From an optimization exercise on the open Yosys and OpenROAD flow, aimed at small area, a short achievable clock period and few clock cycles; shortcuts taken in it are not production practice.
Where RTL was checked, it was by simulation tests only, not by an equivalence proof against the original.

// resolve_core
module resolve_core (
    input  wire        clk,
    input  wire        rst,             
    input  wire        start,
    input  wire [9:0]  cand_lag,
    input  wire [9:0]  lag_min,
    input  wire [9:0]  max_dist,
    input  wire [7:0]  subthr_pct,
    output reg         busy,
    output reg  [9:0]  dt_addr,
    input  wire [9:0]  dt_data,
    output reg         done,
    output reg         err,
    output wire [9:0]  corr_lag,
    output wire [9:0]  divisor
);
Size in the first run: ~160 flip-flops, ~18000 sq um of cells after synthesis.
Settings: LEC_CHECK=0, CAP_MARGIN=5, CORE_MARGIN=2, CORE_UTILIZATION=50, SETUP_SLACK_MARGIN=5, SLEW_MARGIN=5, TNS_END_PERCENT=100; clock period 10.0 ns.
run.sh (not shown) runs the stock make flow with config.mk's settings and CLKGATE_MAP_FILE= SYNTH_SCRIPT=/design/flow/synth_recipe.tcl, a recipe that flattens the netlist after the stock synthesis.
Then changed:
--- a/flow/design.v
+++ b/flow/design.v
@@ -157,18 +157,18 @@
             default: begin lo_a = 3'd6; lo_b = 3'd7; end
         endcase
     end
     wire [9:0]  im1_nx  = {lo_a[2] ? bh1 : bm0[9:2], lo_a[1:0]};
     wire [9:0]  i_nx    = {lo_b[2] ? bh1 : bm0[9:2], lo_b[1:0]};
     wire [2:0]  lqb = (|u_q[9:8]) ? 3'd4 : (|u_q[7:6]) ? 3'd3 : (|u_q[5:4]) ? 3'd2 :
                       (|u_q[3:2]) ? 3'd1 : 3'd0;
     wire        lq3 = (|u_q[9:8]) ? 1'b0 : (|u_q[7:6]) ? (&u_q[7:6]) : (|u_q[5:4]) ? (&u_q[5:4]) :
-                      (|u_q[3:2]) ? (&u_q[3:2]) : (&u_q[1:0]);
-    wire [2:0]  lq  = lqb + {2'b0, lq3};
+                      (&u_q[3:2]);
+    wire [2:0]  lq  = lq3 ? lqb + 3'd1 : lqb;
     wire [9:0] md   = max_dist;            
     wire [10:1] mg;
     genvar gi;
     generate
         for (gi = 1; gi <= 10; gi = gi + 1) begin : g_md
             assign mg[gi] = ge_c10(md, gi * 100);
         end
     endgenerate
@@ -219,17 +219,16 @@
     wire end_k1   = b_k1 && b_d2;
     wire end_kw   = b_kw && !is_weak && tb_last;
     wire end_run  = in_run && (end_k1 || end_kw);
     wire w_ge3    = |wdm1[9:1];
     wire flow_go  = in_run && !kmode && w_ge3 && !flush_k1 && !end_run;
     wire issue_kw = in_run && kmode && !fail_kw && !end_kw && (kn != 10'd0);
     wire tb_upd   = in_run && !kmode && !flush_k1 && !end_run;
     wire thr_ok   = (mcnt >= 3'd4);
-    wire d64 = (lag_min[9:4] == 6'd0) && (cand_lag >= {lag_min[3:0], 6'd0});
     wire        step_done = !ovf && (ul == 3'd0);
     wire [9:0]  sh_dm1 = fail_kw ? tb_dm1 : (step_done ? wdm1 - 10'd1 : wdm1);
     wire [2:0]  sh_l   = fail_kw ? lp : (ovf ? ul + 3'd1 : ((ul != 3'd0) ? ul - 3'd1 : lq));
     wire [12:0] ds_var = den_sh(sh_dm1, sh_l);
     always @(posedge clk) begin
         if (rst) begin
             ph <= PH_IDLE; kmode <= 1'b0;
             busy <= 1'b0; done <= 1'b0; err <= 1'b0;
@@ -275,18 +274,18 @@
                             tgp    <= 2'd0;
                             tkp    <= 3'd0;
                             th_r   <= 7'd0;
                             mcnt   <= 3'd1;
                             wdm1   <= lag_min;
                             wim1   <= lag_min - 10'd1;
                             wr     <= {1'b0, cand_lag, 1'b0};
                             wb     <= 12'd0;
-                            ul     <= d64 ? 3'd3 : 3'd2;
-                            ds     <= d64 ? den_sh(lag_min, 3'd3) : den_sh(lag_min, 3'd2);
+                            ul     <= 3'd2;
+                            ds     <= den_sh(lag_min, 3'd2);
                             kn     <= 10'd0;
                             ucont  <= 1'b1;
                             kmode  <= 1'b0;
                             lp     <= 3'd0;
                             ph     <= PH_DIVD;
                         end
                     end
                 end
Effect: Via count decreases by a few percent. Non-clock buffer count decreases by 56. Cell area falls by a few percent. Setup slack improved by 570 ps. First-iteration DRC count went up by a few percent. Die area decreases by a few percent.
Testbench counts after the change, summed over its fixed seeds: cycles 9,371.
For the first run of this note, only the layout was checked, not whether the RTL still works.


Another version of the RTL of resolve_core (not shown whole).
Size: about 17000 um2 of cells after synthesis.
clock: 10.0 ns
lec_check: 0
abc_clock_period_in_ps: 4000
cap_margin: 20
core_margin: 2
core_utilization: 50
setup_slack_margin: 5
slew_margin: 20
tns_end_percent: 100
The baseline produced a clean layout.
Next try:
--- a/flow/design.v
+++ b/flow/design.v
@@ -72,26 +72,63 @@
     wire        big = ds[12];
     wire [14:0] d1  = {3'd0, ds[11:0]};
     wire [14:0] d2  = {2'd0, ds[11:0], 1'b0};
     wire [14:0] d4  = {1'd0, ds[11:0], 2'b0};
     wire [14:0] xa  = {3'd0, wr};
     wire [14:0] xb  = {3'd0, wb};
     wire [14:0] s0 = xa + xb;
     wire [14:0] s1 = xa + xb - d1;
     wire [14:0] s2 = xa + xb - d2;
     wire [14:0] s3 = xa + xb - d2 - d1;
     wire [14:0] s4 = xa + xb - d4;
-    wire g1  = !big && !s1[14];
-    wire g2  = !big && !s2[14];
-    wire g3  = !big && !s3[14];
-    wire ovf = !big && !s4[14];
+    function sgn3;                  
+        input [15:0] a, b, c;
+        input cin;
+        reg [15:0] s, cy;
+        reg [14:0] g, p, g2, p2;
+        integer i, k;
+        begin
+            s  = a ^ b ^ c;
+            cy = {((a[14:0] & b[14:0]) | (a[14:0] & c[14:0]) | (b[14:0] & c[14:0])), 1'b0};
+            g  = s[14:0] & cy[14:0];
+            p  = s[14:0] | cy[14:0];
+            g[0] = g[0] | (p[0] & cin);
+            for (k = 1; k < 15; k = k * 2) begin
+                g2 = g; p2 = p;
+                for (i = k; i < 15; i = i + 1) begin
+                    g2[i] = g[i] | (p[i] & g[i-k]);
+                    p2[i] = p[i] & p[i-k];
+                end
+                g = g2; p = p2;
+            end
+            sgn3 = s[15] ^ cy[15] ^ g[14];
+        end
+    endfunction
+    function sgn4;                  
+        input [15:0] a, b, c, d;
+        reg [15:0] s1, c1;
+        begin
+            s1 = a ^ b ^ c;
+            c1 = {((a[14:0] & b[14:0]) | (a[14:0] & c[14:0]) | (b[14:0] & c[14:0])), 1'b1};
+            sgn4 = sgn3(s1, c1, d, 1'b1);
+        end
+    endfunction
+    wire [15:0] fa_ = {4'd0, wr};
+    wire [15:0] fb_ = {4'd0, wb};
+    wire [15:0] n1  = ~{4'd0, ds[11:0]};
+    wire [15:0] n2  = ~{3'd0, ds[11:0], 1'b0};
+    wire [15:0] n4  = ~{2'd0, ds[11:0], 2'b0};
+    wire g1  = !big && !sgn3(fa_, fb_, n1, 1'b1);
+    wire g2  = !big && !sgn3(fa_, fb_, n2, 1'b1);
+    wire g3  = !big && !sgn4(fa_, fb_, n1, n2);
+    wire ovf = !big && !sgn3(fa_, fb_, n4, 1'b1);
     wire [1:0]  dig  = {g2, (g1 && !g2) || g3};
     wire [11:0] urem = ({12{g3}}        & s3[11:0])
                      | ({12{g2 && !g3}} & s2[11:0])
                      | ({12{g1 && !g2}} & s1[11:0])
                      | ({12{!g1}}       & s0[11:0]);
     wire [7:0]  kq     = ucont ? kn[7:0] : 8'd0;
     wire [9:0]  u_q    = {kq, dig};
     wire [9:0]  addb    = kmode ? tb_im1 : {kq, 2'b00};
     wire [9:0]  bm0     = wim1 + addb;
     wire [7:0]  bh1     = bm0[9:2] + 8'd1;
     reg  [2:0]  lo_a, lo_b;         
Effect: Non-clock buffer count falls by 56; via count barely changes; cell count came out higher by 2.3%; fmax is higher by 22%; worst setup slack improved by 1.1 ns; critical path depth shrinks by 21; clock skew is lower by 0.0037 ns; utilization decreases by 3.4 points; worst hold slack barely changes; wire length increases by 1.2%; register-to-register slack gains 1.2 ns.
Testbench counts after the change, summed over its fixed seeds: cycles 9,435.
No functional check of the RTL was part of the first run of this note.


Setup of rev 12:
resolve_core with an RTL version that a note above also has.
Size in the first run: about 84 I/O pins, about 18,000 um2 of cells after synthesis.
==> flow/config.mk <==
export PLATFORM = sky130hd
export DESIGN_NAME = resolve_core
export DESIGN_NICKNAME = resolve_core
export VERILOG_FILES = /design/flow/design.v
export SDC_FILE = /design/flow/constraint.sdc
export NUM_CORES = 4
export LEC_CHECK = 0
export ABC_CLOCK_PERIOD_IN_PS = 4000
export CAP_MARGIN = 20
export CORE_MARGIN = 2
export CORE_UTILIZATION = 50
export SETUP_SLACK_MARGIN = 5
export SLEW_MARGIN = 20
export TNS_END_PERCENT = 100
==> flow/constraint.sdc <==
create_clock -name core_clock -period 10.0 [get_ports {clk}]
set_input_delay 2.0000 -clock core_clock [delete_from_list [all_inputs] [get_ports {clk}]]
set_output_delay 2.0000 -clock core_clock [all_outputs]
set_load 0.01 [all_outputs]
Rev 12 was carried through to the last stage, and its layout satisfied the timing, DRC and antenna checks.
Edits applied to the flow inputs when going from rev 12 to rev 13:
--- a/flow/design.v
+++ b/flow/design.v
@@ -159,14 +159,14 @@
     end
     wire [9:0]  im1_nx  = {lo_a[2] ? bh1 : bm0[9:2], lo_a[1:0]};
     wire [9:0]  i_nx    = {lo_b[2] ? bh1 : bm0[9:2], lo_b[1:0]};
     wire [2:0]  lqb = (|u_q[9:8]) ? 3'd4 : (|u_q[7:6]) ? 3'd3 : (|u_q[5:4]) ? 3'd2 :
                       (|u_q[3:2]) ? 3'd1 : 3'd0;
     wire        lq3 = (|u_q[9:8]) ? 1'b0 : (|u_q[7:6]) ? (&u_q[7:6]) : (|u_q[5:4]) ? (&u_q[5:4]) :
-                      (|u_q[3:2]) ? (&u_q[3:2]) : (&u_q[1:0]);
-    wire [2:0]  lq  = lqb + {2'b0, lq3};
+                      (&u_q[3:2]);
+    wire [2:0]  lq  = lq3 ? lqb + 3'd1 : lqb;
     wire [9:0] md   = max_dist;            
     wire [10:1] mg;
     genvar gi;
     generate
         for (gi = 1; gi <= 10; gi = gi + 1) begin : g_md
             assign mg[gi] = ge_c10(md, gi * 100);
@@ -221,13 +221,12 @@
     wire end_run  = in_run && (end_k1 || end_kw);
     wire w_ge3    = |wdm1[9:1];
     wire flow_go  = in_run && !kmode && w_ge3 && !flush_k1 && !end_run;
     wire issue_kw = in_run && kmode && !fail_kw && !end_kw && (kn != 10'd0);
     wire tb_upd   = in_run && !kmode && !flush_k1 && !end_run;
     wire thr_ok   = (mcnt >= 3'd4);
-    wire d64 = (lag_min[9:4] == 6'd0) && (cand_lag >= {lag_min[3:0], 6'd0});
     wire        step_done = !ovf && (ul == 3'd0);
     wire [9:0]  sh_dm1 = fail_kw ? tb_dm1 : (step_done ? wdm1 - 10'd1 : wdm1);
     wire [2:0]  sh_l   = fail_kw ? lp : (ovf ? ul + 3'd1 : ((ul != 3'd0) ? ul - 3'd1 : lq));
     wire [12:0] ds_var = den_sh(sh_dm1, sh_l);
     always @(posedge clk) begin
         if (rst) begin
@@ -277,14 +276,14 @@
                             th_r   <= 7'd0;
                             mcnt   <= 3'd1;
                             wdm1   <= lag_min;
                             wim1   <= lag_min - 10'd1;
                             wr     <= {1'b0, cand_lag, 1'b0};
                             wb     <= 12'd0;
-                            ul     <= d64 ? 3'd3 : 3'd2;
-                            ds     <= d64 ? den_sh(lag_min, 3'd3) : den_sh(lag_min, 3'd2);
+                            ul     <= 3'd2;
+                            ds     <= den_sh(lag_min, 3'd2);
                             kn     <= 10'd0;
                             ucont  <= 1'b1;
                             kmode  <= 1'b0;
                             lp     <= 3'd0;
                             ph     <= PH_DIVD;
                         end
Results
Every stage of the flow completed for rev 13, and the final layout passed the timing, DRC and antenna checks. Synthesized cell count of rev 13 falls short of that of rev 12 by a few percent. Core utilization | rev 13 below rev 12. Across both runs, sum of routed wire segments on met1 was lower for rev 13 than for rev 12. In rev 13 the final instance area turned out 5.4% lower than in rev 12. Fraction of layout cells with a size suffix above 1, rev 12 and rev 13: larger value in rev 12. Rev 12 leaves less setup margin than rev 13.
Testbench counts of rev 13, summed over its fixed seeds: cycles 9,371.
For rev 12, only the layout was checked, not whether the RTL still works.

[port drivers added, routing unchanged]
No port has a modelled driver above. Below, the same layouts with a new extraction and two added sets of constraints. Step 1: set_driving_cell puts a clkbuf_16 on clk and a buf_2 on each other input, an assumption about the parent block. Step 2 also shifts input and output timing later by t, the mid clock arrival at the registers, as if the neighbouring blocks saw the same clock. a / b / c = ideal ports / drivers / drivers and shift; a / b = the first two.
run | shift t [ns] | setup WS [ns] | worst slew at a driven data input, ns
the first run of note 1 | 0.512 | 4.394 / 4.394 / 4.280 | 0.11
the second run of note 1 | 0.508 | 4.965 / 5.000 / 4.491 | 0.07
the first run of note 2 | 0.520 | 4.004 / 4.004 / 4.004 | 0.04
the second run of note 2 | 0.503 | 5.075 / 5.106 / 4.603 | 0.05
rev 12 | 0.516 | 4.335 / 4.335 / 4.187 | 0.11
rev 13 | 0.511 | 4.995 / 4.995 / 4.596 | 0.07
After both steps every run listed still meets setup and hold. For the second run of note 1, which loses most, drivers alone change the setup slack by +0.035 ns; drivers and shift together by -0.474 ns.
